Context: an optimization exercise on an open-source flow, tuned for a short achievable clock period and few clock cycles. The choices shown serve that exercise and are no tape-out recipe. Function was checked by simulation only, so behaviour that the tests miss may differ from the original. No activity file was given, so power comes from the tool's default toggle rates.

## design/flow/design.v

```verilog
module tfac_alu (
    input  wire [2:0]  op,     
    input  wire [15:0] a,
    input  wire [15:0] b,
    output reg  [15:0] res,
    output wire        z,
    output reg         c
);
    localparam ALU_ADD = 3'd0;
    localparam ALU_SUB = 3'd1;
    localparam ALU_AND = 3'd2;
    localparam ALU_OR  = 3'd3;
    localparam ALU_SHL = 3'd4;
    localparam ALU_SHR = 3'd5;
    wire [16:0] sum  = {1'b0, a} + {1'b0, b};
    wire [16:0] diff = {1'b0, a} - {1'b0, b};
    wire [31:0] shl_ext = {16'h0000, a} << b[4:0];
    wire [31:0] shr_ext = {a, 16'h0000} >> b[4:0];
    wire        big     = (b[15:5] != 11'd0);
    always @* begin
        res = 16'h0000;
        c   = 1'b0;
        case (op)
            ALU_ADD: begin res = sum[15:0];  c = sum[16];  end
            ALU_SUB: begin res = diff[15:0]; c = diff[16]; end
            ALU_AND: begin res = a & b; end
            ALU_OR:  begin res = a | b; end
            ALU_SHL: begin
                if (!big) begin
                    res = shl_ext[15:0];
                    c   = (b[4:0] == 5'd0) ? 1'b0 : shl_ext[16];
                end
            end
            ALU_SHR: begin
                if (!big) begin
                    res = shr_ext[31:16];
                    c   = (b[4:0] == 5'd0) ? 1'b0 : shr_ext[15];
                end
            end
            default: ;
        endcase
    end
    assign z = (res == 16'h0000);
endmodule
module tfac_core (
    input  wire        clk,
    input  wire        rst,               
    input  wire        cfg_decode_halt,   
    input  wire        cfg_mem_halt,      
    input  wire [3:0]  bp_en,
    input  wire [63:0] bp_addr,           
    input  wire        resume,            
    output wire        paused,
    output wire        halted,
    output reg         ram_req,
    output reg         ram_we,
    output reg  [12:0] ram_addr,
    output reg  [15:0] ram_wdata,
    input  wire        ram_gnt,
    input  wire [15:0] ram_rdata,         
    output reg         cin_req,
    output reg         cin_int,           
    input  wire        cin_valid,
    input  wire        cin_eof,
    input  wire [15:0] cin_data,
    output reg         cout_valid,
    output reg         cout_int,          
    output reg  [15:0] cout_data,
    input  wire        cout_ready,
    output reg         diag_valid,
    output reg  [2:0]  diag_code,
    output reg  [15:0] diag_addr,
    output reg  [15:0] diag_data,
    input  wire [3:0]  dbg_sel,
    output wire [15:0] dbg_data,
    output wire        flag_z,
    output wire        flag_c,
    output wire [15:0] ir
);
    localparam S_FETCH  = 4'd0;    
    localparam S_ACCESS = 4'd1;    
    localparam S_RAMRD  = 4'd2;    
    localparam S_EXEC   = 4'd3;    
    localparam S_END    = 4'd4;    
    localparam S_PAUSED = 4'd5;
    localparam S_HALTED = 4'd6;
    localparam D_DECODE  = 3'd1;
    localparam D_UNMAP_R = 3'd2;
    localparam D_UNMAP_W = 3'd3;
    localparam D_IO_EXH  = 3'd4;
    reg [15:0] regs [0:15];
    reg        z_q, c_q;
    reg [15:0] ir_q;
    reg [3:0]  state;
    reg [15:0] fetch_addr;    
    reg        mem_diag;      
    reg        acc_fetch;     
    reg        acc_we;
    reg [15:0] acc_addr;
    reg [15:0] acc_wdata;
    assign paused   = (state == S_PAUSED);
    assign halted   = (state == S_HALTED);
    assign dbg_data = regs[dbg_sel];
    assign flag_z   = z_q;
    assign flag_c   = c_q;
    assign ir       = ir_q;
    wire [3:0]  op    = ir_q[3:0];
    wire [3:0]  f74   = ir_q[7:4];      
    wire [3:0]  f118  = ir_q[11:8];     
    wire [3:0]  f1512 = ir_q[15:12];    
    wire [3:0]  rd3   = {1'b0, ir_q[6:4]};
    wire [3:0]  rn3   = {1'b0, ir_q[9:7]};
    wire [15:0] imm6  = {{10{ir_q[15]}}, ir_q[15:10]};
    wire [15:0] imm8  = {{8{ir_q[15]}}, ir_q[15:8]};
    wire is_sys   = (op == 4'h0);
    wire is_halt  = is_sys && (f74 == 4'h0);
    wire is_cmpr  = is_sys && (f74 == 4'h1);
    wire is_push  = is_sys && (f74 == 4'h2);
    wire is_pop   = is_sys && (f74 == 4'h3);
    wire is_jump  = (op == 4'h1) && (f74 <= 4'h4);
    wire is_mov   = (op == 4'h2);
    wire is_ldr   = (op == 4'h3);
    wire is_str   = (op == 4'h4);
    wire is_aluR  = (op >= 4'h5) && (op <= 4'hA);
    wire is_aluI  = (op == 4'hB) || (op == 4'hC);
    wire is_cmpi  = (op == 4'hD);
    wire illegal  = !(is_halt || is_cmpr || is_push || is_pop || is_jump || is_mov ||
                      is_ldr || is_str || is_aluR || is_aluI || is_cmpi);
    reg jump_taken;
    always @* begin
        case (f74)
            4'h0: jump_taken = 1'b1;
            4'h1: jump_taken = z_q;
            4'h2: jump_taken = !z_q;
            4'h3: jump_taken = c_q;
            4'h4: jump_taken = !c_q;
            default: jump_taken = 1'b0;
        endcase
    end
    reg [2:0]  alu_op;
    reg [15:0] alu_a, alu_b;
    always @* begin
        alu_op = 3'd1;                          
        alu_a  = regs[f118];
        alu_b  = regs[f1512];
        if (is_aluR) begin
            case (op)
                4'h5: alu_op = 3'd0;
                4'h6: alu_op = 3'd1;
                4'h7: alu_op = 3'd2;
                4'h8: alu_op = 3'd3;
                4'h9: alu_op = 3'd4;
                default: alu_op = 3'd5;
            endcase
        end else if (is_aluI) begin
            alu_op = (op == 4'hB) ? 3'd0 : 3'd1;
            alu_a  = regs[rn3];
            alu_b  = imm6;
        end else if (is_cmpi) begin
            alu_a  = regs[f74];
            alu_b  = imm8;
        end
    end
    wire [15:0] alu_res;
    wire        alu_z, alu_c;
    tfac_alu u_alu (
        .op  (alu_op),
        .a   (alu_a),
        .b   (alu_b),
        .res (alu_res),
        .z   (alu_z),
        .c   (alu_c)
    );
    wire [15:0] ls_ea  = regs[rn3] + imm6;
    wire [15:0] sp_dec = regs[14] - 16'd1;
    wire acc_ram  = (acc_addr[15:13] == 3'b000);
    wire acc_cin  = !acc_we && ((acc_addr == 16'hF000) || (acc_addr == 16'hF002));
    wire acc_cout =  acc_we && ((acc_addr == 16'hF001) || (acc_addr == 16'hF003));
    always @* begin
        ram_req    = (state == S_ACCESS) && acc_ram;
        ram_we     = acc_we;
        ram_addr   = acc_addr[12:0];
        ram_wdata  = acc_wdata;
        cin_req    = (state == S_ACCESS) && acc_cin;
        cin_int    = acc_addr[1];
        cout_valid = (state == S_ACCESS) && acc_cout;
        cout_int   = acc_addr[1];
        cout_data  = acc_addr[1] ? acc_wdata : {8'h00, acc_wdata[7:0]};
    end
    wire [15:0] cin_word = cin_eof ? 16'h0000 :
                           (acc_addr[1] ? cin_data : {8'h00, cin_data[7:0]});
    reg bp_hit;
    integer k;
    always @* begin
        bp_hit = 1'b0;
        for (k = 0; k < 4; k = k + 1)
            if (bp_en[k] && (bp_addr[16*k +: 16] == fetch_addr))
                bp_hit = 1'b1;
    end
    task finish_read(input [15:0] v);
        begin
            if (acc_fetch) begin
                ir_q  <= v;
                state <= S_EXEC;
            end else begin
                if (is_ldr) begin
                    regs[rd3] <= v;
                end else begin
                    if (f118 == 4'd14)
                        regs[14] <= v + 16'd1;
                    else begin
                        regs[f118] <= v;
                        regs[14]   <= regs[14] + 16'd1;
                    end
                end
                state <= S_END;
            end
        end
    endtask
    task raise(input [2:0] code, input [15:0] addr, input [15:0] data);
        begin
            diag_valid <= 1'b1;
            diag_code  <= code;
            diag_addr  <= addr;
            diag_data  <= data;
        end
    endtask
    integer i;
    always @(posedge clk) begin
        diag_valid <= 1'b0;
        if (rst) begin
            for (i = 0; i < 16; i = i + 1)
                regs[i] <= 16'h0000;
            regs[14]   <= 16'h2000;
            z_q        <= 1'b0;
            c_q        <= 1'b0;
            ir_q       <= 16'h0000;
            state      <= S_FETCH;
            fetch_addr <= 16'h0000;
            mem_diag   <= 1'b0;
            acc_fetch  <= 1'b0;
            acc_we     <= 1'b0;
            acc_addr   <= 16'h0000;
            acc_wdata  <= 16'h0000;
            diag_code  <= 3'd0;
            diag_addr  <= 16'h0000;
            diag_data  <= 16'h0000;
        end else begin
            case (state)
                S_FETCH: begin
                    fetch_addr <= regs[15];
                    regs[15]   <= regs[15] + 16'd1;
                    mem_diag   <= 1'b0;
                    acc_fetch  <= 1'b1;
                    acc_we     <= 1'b0;
                    acc_addr   <= regs[15];
                    state      <= S_ACCESS;
                end
                S_ACCESS: begin
                    if (acc_ram) begin
                        if (ram_gnt)
                            state <= acc_we ? S_END : S_RAMRD;
                    end else if (acc_cin) begin
                        if (cin_valid) begin
                            if (cin_eof) begin
                                raise(D_IO_EXH, acc_addr, 16'h0000);
                                mem_diag <= 1'b1;
                            end
                            finish_read(cin_word);
                        end
                    end else if (acc_cout) begin
                        if (cout_ready)
                            state <= S_END;
                    end else begin
                        mem_diag <= 1'b1;
                        if (acc_we) begin
                            raise(D_UNMAP_W, acc_addr, acc_wdata);
                            state <= S_END;
                        end else begin
                            raise(D_UNMAP_R, acc_addr, 16'h0000);
                            finish_read(16'h0000);
                        end
                    end
                end
                S_RAMRD: finish_read(ram_rdata);
                S_EXEC: begin
                    state <= S_END;
                    if (illegal) begin
                        raise(D_DECODE, fetch_addr, ir_q);
                        if (cfg_decode_halt)
                            state <= S_HALTED;
                    end else if (is_halt) begin
                        state <= S_HALTED;
                    end else if (is_aluR) begin
                        regs[f74] <= alu_res;
                        z_q <= alu_z;
                        c_q <= alu_c;
                    end else if (is_aluI) begin
                        regs[rd3] <= alu_res;
                        z_q <= alu_z;
                        c_q <= alu_c;
                    end else if (is_cmpr || is_cmpi) begin
                        z_q <= alu_z;
                        c_q <= alu_c;
                    end else if (is_mov) begin
                        regs[f74] <= imm8;
                    end else if (is_jump) begin
                        if (jump_taken)
                            regs[15] <= regs[15] + imm8;
                    end else if (is_ldr || is_str) begin
                        acc_fetch <= 1'b0;
                        acc_we    <= is_str;
                        acc_addr  <= ls_ea;
                        acc_wdata <= regs[rd3];
                        state     <= S_ACCESS;
                    end else if (is_push) begin
                        regs[14]  <= sp_dec;
                        acc_fetch <= 1'b0;
                        acc_we    <= 1'b1;
                        acc_addr  <= sp_dec;
                        acc_wdata <= (f118 == 4'd14) ? sp_dec : regs[f118];
                        state     <= S_ACCESS;
                    end else if (is_pop) begin
                        acc_fetch <= 1'b0;
                        acc_we    <= 1'b0;
                        acc_addr  <= regs[14];
                        state     <= S_ACCESS;
                    end
                end
                S_END: begin
                    if (cfg_mem_halt && mem_diag)
                        state <= S_HALTED;
                    else if (bp_hit)
                        state <= S_PAUSED;
                    else
                        state <= S_FETCH;
                end
                S_PAUSED: begin
                    if (resume)
                        state <= S_FETCH;
                end
                S_HALTED: ;
                default: state <= S_HALTED;
            endcase
        end
    end
endmodule
```

## design/flow/run.sh

```bash
#!/bin/bash
# synth_recipe.tcl (not shown) runs the flow's synth.tcl, then flattens the netlist and writes it again
# the make line also repeats each setting of config.mk as NAME=value (left out here)
make -C /OpenROAD-flow-scripts/flow DESIGN_CONFIG=/design/flow/config.mk WORK_HOME=/design/flow/orfs CLKGATE_MAP_FILE= SYNTH_SCRIPT=/design/flow/synth_recipe.tcl finish
```

## design/flow/config.mk

```make
export PLATFORM = sky130hd
export DESIGN_NAME = tfac_core
export DESIGN_NICKNAME = tfac_core
export VERILOG_FILES = /design/flow/design.v
export SDC_FILE = /design/flow/constraint.sdc
export NUM_CORES = 4
export LEC_CHECK = 0
export CAP_MARGIN = 20
export CORE_MARGIN = 2
export CORE_UTILIZATION = 40
export PLACE_DENSITY = 0.6
export SLEW_MARGIN = 20
```

## design/flow/constraint.sdc

```tcl
create_clock -name core_clock -period 10.0 [get_ports {clk}]
set_input_delay 2.0000 -clock core_clock [delete_from_list [all_inputs] [get_ports {clk}]]
set_output_delay 2.0000 -clock core_clock [all_outputs]
set_load 0.01 [all_outputs]
```

==> summary.txt <==
==> state kept, by name, indices dropped and copies added, names as in the netlist, 3 cells and up, named ones only <==
signal	flops
diag_addr	16
regs	256
ir_q	16
acc_wdata	16
diag_data	16
acc_addr	16
fetch_addr	16
diag_code	3
state	3
==> cells by family (layout without fill, tap and decap cells) <==
family | Yosys count | after routing | synth area share
multiplexers | 469 | 469 | 0.2184
XOR/XNOR | 147 | 147 | 0.03816
buffers and inverters | 434 | 527 | 0.06279
AND/OR/NAND/NOR | 1208 | 1208 | 0.1636
AO/OA/AOI/OAI | 854 | 854 | 0.1844
other | 0 | 5 | 0
flip-flops | 376 | 376 | 0.2991
adder cells (fa/ha/maj) | 88 | 88 | 0.03353
==> per-layer routing <==
metal / global-route usage / wire, um / part of all wire / vias to the layer above
met3: 0.1067 / 21480 / 0.13 / 517
met1: 0.4854 / 61850 / 0.38 / 16486
li1: - / - / - / 13766
met5: 0.001702 / 38 / 0.00023 / -
met4: 0.2098 / 11200 / 0.068 / 6
met2: 0.5423 / 69960 / 0.43 / 2604
==> stage by stage <==
step                hold slack [ps]  std cells    util  setup slack [ps]  area [um^2]
global route                  522.4       4749  0.4572              2045        38200
floorplan                     462.9       3576       -              4022        33740
finish                        494.8       4754  0.4574              2319        38220
global placement              482.0       4665  0.4382              2644        36620
detailed placement            483.6       4666  0.4385              2706        36640
CTS                           497.7       4748  0.4571              2710        38190
==> power by group <==
part | leakage (nW) | switching [mW] | total, mW | internal, mW
Clock | 0.751 | 0.761 | 1.77 | 1.01
Combinational | 8.28 | 5.12 | 8.06 | 2.95
Sequential | 3.64 | 0.740 | 2.67 | 1.93
==> synthesized netlist by cell type (40+ instances only) <==
library cell,number,area [um^2]
a22oi_1,116,870.8
ha_1,84,1051
o21ai_0,112,560.5
edfxtp_1,256,7687
a21oi_1,162,810.8
and3_1,44,275.3
nor2_1,460,1727
dfxtp_1,120,2402
o211ai_1,44,330.3
a311oi_1,40,350.3
nand3_1,110,550.5
inv_1,84,315.3
a211oi_1,52,390.4
nor2b_1,41,256.5
and2_1,41,256.5
mux4_2,210,4730
buf_2,61,305.3
clkbuf_1,187,701.9
buf_4,47,352.8
nand2_1,306,1149
a221oi_1,58,508.0
nor3_1,61,305.3
mux2i_1,238,2382
xnor2_1,115,1007
==> layout by cell type (no fill, tap or decap), types with 10 or more instances in the layout <==
| cell | count |
|---|---|
| o21ai_0 | 112 |
| nand4_1 | 28 |
| nor2_1 | 458 |
| and3_1 | 44 |
| a221o_1 | 14 |
| a311oi_1 | 40 |
| xnor2_1 | 115 |
| dfxtp_1 | 110 |
| xor2_1 | 32 |
| mux2_2 | 18 |
| o221ai_1 | 39 |
| o22ai_1 | 16 |
| a31oi_1 | 10 |
| nor2b_1 | 41 |
| mux4_2 | 210 |
| clkbuf_16 | 45 |
| buf_4 | 121 |
| o2111ai_1 | 12 |
| o211ai_1 | 44 |
| or3_1 | 18 |
| inv_1 | 84 |
| a22oi_1 | 116 |
| o21a_1 | 12 |
| a221oi_1 | 58 |
| nor4_1 | 18 |
| mux2i_1 | 238 |
| and2_1 | 40 |
| edfxtp_1 | 256 |
| nor3_1 | 59 |
| a21oi_1 | 160 |
| ha_1 | 84 |
| clkdlybuf4s50_1 | 232 |
| nand3_1 | 110 |
| o21ai_1 | 11 |
| a211oi_1 | 51 |
| nand2b_1 | 28 |
| a22o_1 | 15 |
| nand2_1 | 301 |
==> worst min-delay path, cell delays in order (launching register included) <==
cell      delay, ps
dfxtp_1         310
nor2_1           90
a311oi_1         50
==> area by class of cell <==
| type | count | area (um^2) |
|---|---|---|
| fill | 8064 | 45340 |
| multi-input combinational | 2766 | 21600 |
| sequential | 376 | 10110 |
| timing repair buffer | 356 | 3258 |
| tap | 1080 | 1351 |
| clock buffer | 47 | 1154 |
| clock inverter | 35 | 395.4 |
| inverter | 89 | 334.1 |
| antenna | 5 | 12.51 |
==> worst min path at each step <==
stage                                     from                          to  slack [ps]
floorplan             acc_addr[9]$_SDFFE_PP0P_    acc_addr[9]$_SDFFE_PP0P_         460
global placement     diag_code[2]$_SDFFE_PP0P_   diag_code[2]$_SDFFE_PP0P_         480
finish              diag_addr[11]$_SDFFE_PP0P_  diag_addr[11]$_SDFFE_PP0P_         490
global route         diag_data[1]$_SDFFE_PP0P_   diag_data[1]$_SDFFE_PP0P_         520
CTS                 diag_addr[11]$_SDFFE_PP0P_  diag_addr[11]$_SDFFE_PP0P_         500
detailed placement   diag_code[1]$_SDFFE_PP0P_   diag_code[1]$_SDFFE_PP0P_         480
==> results by group <==
Yosys
  • Post-synth net total: roughly 3.8k
  • Sequential area share after synthesis: 0.2991
  • Main synth FF type: edfxtp_1
  • Synth warn: 2
  • Async S/R FF share, synth: 0
  • Synth Register Bits: 376
  • Syn_area_per_cell: 9.434 um^2
  • Mapped cell area: between 30000 and 40000 um^2
  • EDFF count, synth: 256
  • Cell count after synthesis: around 3.6k
  • Count of cell types in the netlist: 107

GRT
  • Global-route usage over all layers: 0.3695
  • Vias in the first global route: 31.23k
  • Gr ovfl total: 0
  • Largest net degree at the start of global routing: between 80 and 90
  • Initial antenna violation count: 5
  • First-pass GRT wire length: around 230 mm

Critical path
  • Setup Crit Path Kind: flip-flop to flip-flop
  • Startpoint Class: flip-flop
  • Crit path to: regs[15][10]$_DFFE_PP_
  • Worst R2R End: regs[15][10]$_DFFE_PP_
  • R2r startpoint: ir_q[3]$_SDFFE_PP0P_
  • WP depth: 19
  • Slowest CP cell: o21ai_2
  • Delay-heaviest family, CP: compound AO/OA/AOI/OAI gates
  • Worst Path Max Fanout: 28
  • Crit path from: ir_q[3]$_SDFFE_PP0P_
  • Worst setup EP type: flip-flop
  • CP cell instances: nand4b_1 -> and2_1 -> a32oi_1 -> nand2_1 -> o21ai_0 -> buf_4 -> inv_2 -> ha_1 -> inv_1 -> a21boi_0 -> o21ai_0 -> nand2_1 -> a21o_1 -> a221oi_1 -> o221ai_1 -> a21oi_1 -> a211oi_1 -> o21ai_2 -> o221ai_1
  • Critical Path RT: 10230 ps
  • CP bufs+invs: 3
  • R2R setup slack: ~2300 ps
  • Largest stage delay, worst path: approximately 960 ps
  • Critical path arrival: 7910 ps
  • Worst R2R Path Depth: 19

Hold path
  • WHS Path Cells: 2
  • Class of the worst hold path: flip-flop to flip-flop

CTS
  • Clock latency on the worst-skew pair: 620 ps
  • Clock Tree Root: clkbuf_16
  • H-Tree Level Count: 2
  • Setup Buffers After CTS: 0
  • CTS max path bufs: 3
  • Clock-pin slew on the worst setup and hold paths: 70 ps
  • CTS resizes: 0
  • TritonCTS Sinks: roughly 380
  • # hold bufs at CTS: 0
  • TritonCTS buffer count: between 40 and 50
  • CTS tree: done

Die
  • Starting Density: 0.4038
  • I/O pin total: ~240
  • Row cnt: about 110
  • Die Wd: 294.4 um
  • Die area: 86680 um^2
  • Die extent in y: 294.4 um
  • Core footprint: between 80000 and 90000 um^2

Routing
  • Final ANT Viol Nets: 0
  • Post-route DRC: 0
  • Vias per cell: approximately 7
  • DR WL/cell: ~35 um
  • Drt pass-1 iters: 6
  • Detailed-route via count: 33.38k
  • Final wirelength: between 150 and 200 mm
  • Iteration-0 DRC Markers: ~5.5k

Layout
  • Share of cells above drive strength 1: 0.1415
  • Layout area overhead: 13.28%
  • Layout Nets: 3834

Run status
  • Status: finished clean

Timing
  • Layout Skew: between 30 and 40 ps
  • Slew Viols, Final: 0
  • Worst-Margin Slew: 1220 ps
  • Final Hold Viols: 0
  • Setup TNS: 0 ps
  • Endpoints failing setup: 0
  • Max Fclk: 0.1302 GHz
  • Tcrit/Tclk final: 0.7681
  • Headroom to the max-slew limit: 0.1870
  • Post-route minimum period: around 7700 ps
  • Unrepaired setup endpoints after global routing: false

Placed design
  • Port Buf Inserts: between 200 and 250
  • Final HPWL DP: 121.1 mm
  • Final GP Congestion: 1.025

Pwr
  • Max IR drop VDD: 178.8 uV
  • Power per cell area: roughly 330 nW/um^2
  • Post-layout power: 12.50 mW
  • Leak: 12.67 nW

Run
  • Max Cap Viol: 0
Testbench counts, summed over its fixed seeds: cycles 172,021.

-- afterwards: timing with drivers on the ports --
The results above use ideal ports. As a check the final layout listed here was re-extracted and re-timed, cells and wires unchanged. Step 1 sets driving cells, clkbuf_16 on the clock port and buf_2 on the other inputs (assumed; they add their load-dependent delay and slew). Step 2 adds t to the input delays and takes it off the output delays; t is the mean of the earliest and latest rising clock arrival at the registers after step 1. Input paths then give back, and output paths get back, about the clock's delay inside the block. Slacks: no drivers / after step 1 / after step 2; pairs: no drivers / after step 1.
t, ns: 0.665
setup WS [ns]: 2.319 / 2.319 / 2.319
worst slew at a driven data input, ns: 0.07
After both steps setup and hold are still met in this run. For this run, drivers alone change the setup slack by 0.000 ns; drivers and shift together by 0.000 ns.
